This is an optimization exercise on Yosys and OpenROAD, whose aim is small area, not a production implementation. Function was checked by simulation only, so behaviour that the tests miss may differ from the original. No activity file was given, so power comes from the tool's default toggle rates.

## jr_core
module jr_core (
    input  wire        clk,
    input  wire        rst,
    input  wire [7:0]  cmd,
    input  wire        cmd_valid,
    output wire        cmd_ready,
    input  wire [7:0]  opd_x,
    input  wire [7:0]  opd_y,
    input  wire [15:0] opd_d,
    input  wire [15:0] opd_ax,
    input  wire [15:0] opd_ay,
    input  wire [15:0] opd_az,
    output wire [63:0] res,
    output reg         res_valid,
    input  wire        echo,
    output wire        trig,
    input  wire        tick0,
    input  wire        tick1,
    output reg  [7:0]  tx_data,
    output reg         tx_valid,
    input  wire        tx_ready,
    input  wire        rx_avail,
    input  wire [7:0]  rx_data,
    output wire        rx_take,
    input  wire        confirm,
    output wire [1:0]  act_dir_L,
    output wire [1:0]  act_dir_R,
    output wire [7:0]  act_duty_L,
    output wire [7:0]  act_duty_R,
    output reg  [1:0]  disp
);
Size in the first run: about 1300 cells after synthesis, ~170 flip-flops, roughly 200 I/O pins, about 9800 um2 of cells after synthesis.
Settings: LEC_CHECK=0, CAP_MARGIN=0, CORE_MARGIN=2, CORE_UTILIZATION=40, CTS_BUF_LIST=sky130_fd_sc_hd__clkbuf_8, SLEW_MARGIN=0; clock period 40.0 ns.
standard.sh (not shown) runs the stock make flow with config.mk's settings and CLKGATE_MAP_FILE= SYNTH_SCRIPT=/design/flow/synth_recipe.tcl, a recipe that flattens the netlist after the stock synthesis.
==> flow/flow/run.sh <==
#!/bin/bash
# Own layout flow: the standard ORFS flow (standard.sh) with three changes.
#  1. Synthesis is ORFS's synthesis run by synth_recipe.tcl, except that adders
#     are left to ABC as plain logic (no Kogge-Stone carry map, no full/half
#     adder extraction) and ABC optimises for area (flow/abc_area.script:
#     &deepsyn for 10 minutes, then area-oriented mapping). Registers are
#     mapped before ABC runs, so their names and cells are the standard ones.
#  2. Port buffers are sky130_fd_sc_hd__buf_1 (every port still gets one).
#  3. Optional CTS arguments from flow/cts_args.txt.
# Each tool's output goes to a log file in this folder (and ORFS's own logs
# under orfs/logs).
set -euo pipefail
W=$(pwd)
{
  cat "$W/flow/synth_procs.tcl"
  tail -n +2 "$W/synth_recipe.tcl"
} > "$W/own_synth.tcl"
sed "s#SYNTH_SCRIPT=[^ ]*synth_recipe.tcl#SYNTH_SCRIPT=$W/own_synth.tcl#" "$W/standard.sh" > "$W/own_standard.sh"
grep -q "SYNTH_SCRIPT=$W/own_synth.tcl" "$W/own_standard.sh"
export OWN_ABC_SCRIPT="$W/flow/abc_area.script"
export BUFFER_PORTS_ARGS="-buffer_cell sky130_fd_sc_hd__buf_1"
if [[ -f "$W/flow/cts_args.txt" ]]; then
  export CTS_ARGS="$(cat "$W/flow/cts_args.txt")"
fi
bash "$W/own_standard.sh" > "$W/make_finish.log" 2>&1
test -f "$W/out/final.def"
==> flow/flow/abc_area.script <==
strash
&get -n
&fraig -x
&put
scorr
dc2
strash
&get -n
&deepsyn -T 600
&dch -f
&nf -a -R 1000 -F 50 -A 50
&put
topo
==> flow/flow/cts_args.txt <==
-sink_clustering_enable -repair_clock_nets -buf_list sky130_fd_sc_hd__clkbuf_8 -dont_use_dummy_load
==> flow/flow/synth_procs.tcl <==
# Wrappers around three Yosys commands of ORFS's synth.tcl (sourced next).
proc synth {args} {
  # keep Yosys's ripple adders: drop ORFS's Kogge-Stone carry map
  set a {}
  set skip 0
  foreach x $args {
    if {$skip} { set skip 0; continue }
    if {$x eq "-extra-map"} { set skip 1; continue }
    lappend a $x
  }
  yosys synth -nofsm -noshare {*}$a
}
proc extract_fa {args} {}
proc abc {args} {
  set i [lsearch -exact $args -script]
  if {$i >= 0} { set args [lreplace $args $i [expr {$i + 1}] -script $::env(OWN_ABC_SCRIPT)] }
  yosys abc {*}$args
}
The starting point finished with timing, DRC and antenna clean.
Next try:
--- a/flow/flow/run.sh
+++ b/flow/flow/run.sh
@@ -5,3 +5,2 @@
-#     adder extraction) and ABC optimises for area (flow/abc_area.script:
-#     &deepsyn for 10 minutes, then area-oriented mapping). Registers are
-#     mapped before ABC runs, so their names and cells are the standard ones.
+#     adder extraction) and ABC maps for area (flow/abc_area.script). Registers
+#     are mapped before ABC runs, so their names and cells are the standard ones.
Clock power stays flat.
Clock-buffer cell count does not change.
Routed wire length does not change.
Worst setup slack does not change.
Critical path depth is unchanged.
Worst hold slack does not change.
Final cell count is unchanged.
Power is unchanged.
Non-clock buffer count is unchanged.

==> separate check: timing with driven ports <==
How much do the figures lean on ideal ports? The routed layouts below were timed once more, with nothing changed but the port constraints.
Step 1: set_driving_cell puts a clkbuf_16 on clk and a buf_2 on each other input, an assumption about the parent block.
Step 2 times the ports against the registers' clock, not the clock port: input delays grow and output delays shrink by t, the midpoint of the rising clock arrivals with the driver on.
Slacks: ideal ports / drivers / drivers and shift; pairs: ideal ports / drivers.
| run | t, ns | setup slack, ns | clock arrival spread, ns | pins driven straight from the clock port |
|---|---|---|---|---|
| the first run | 0.497 | 22.484 / 22.446 / 22.446 | 0.052 / 0.052 | 1 |
| the second run | 0.497 | 22.484 / 22.446 / 22.446 | 0.052 / 0.052 | 1 |
After both steps setup and hold are still met in every run listed.
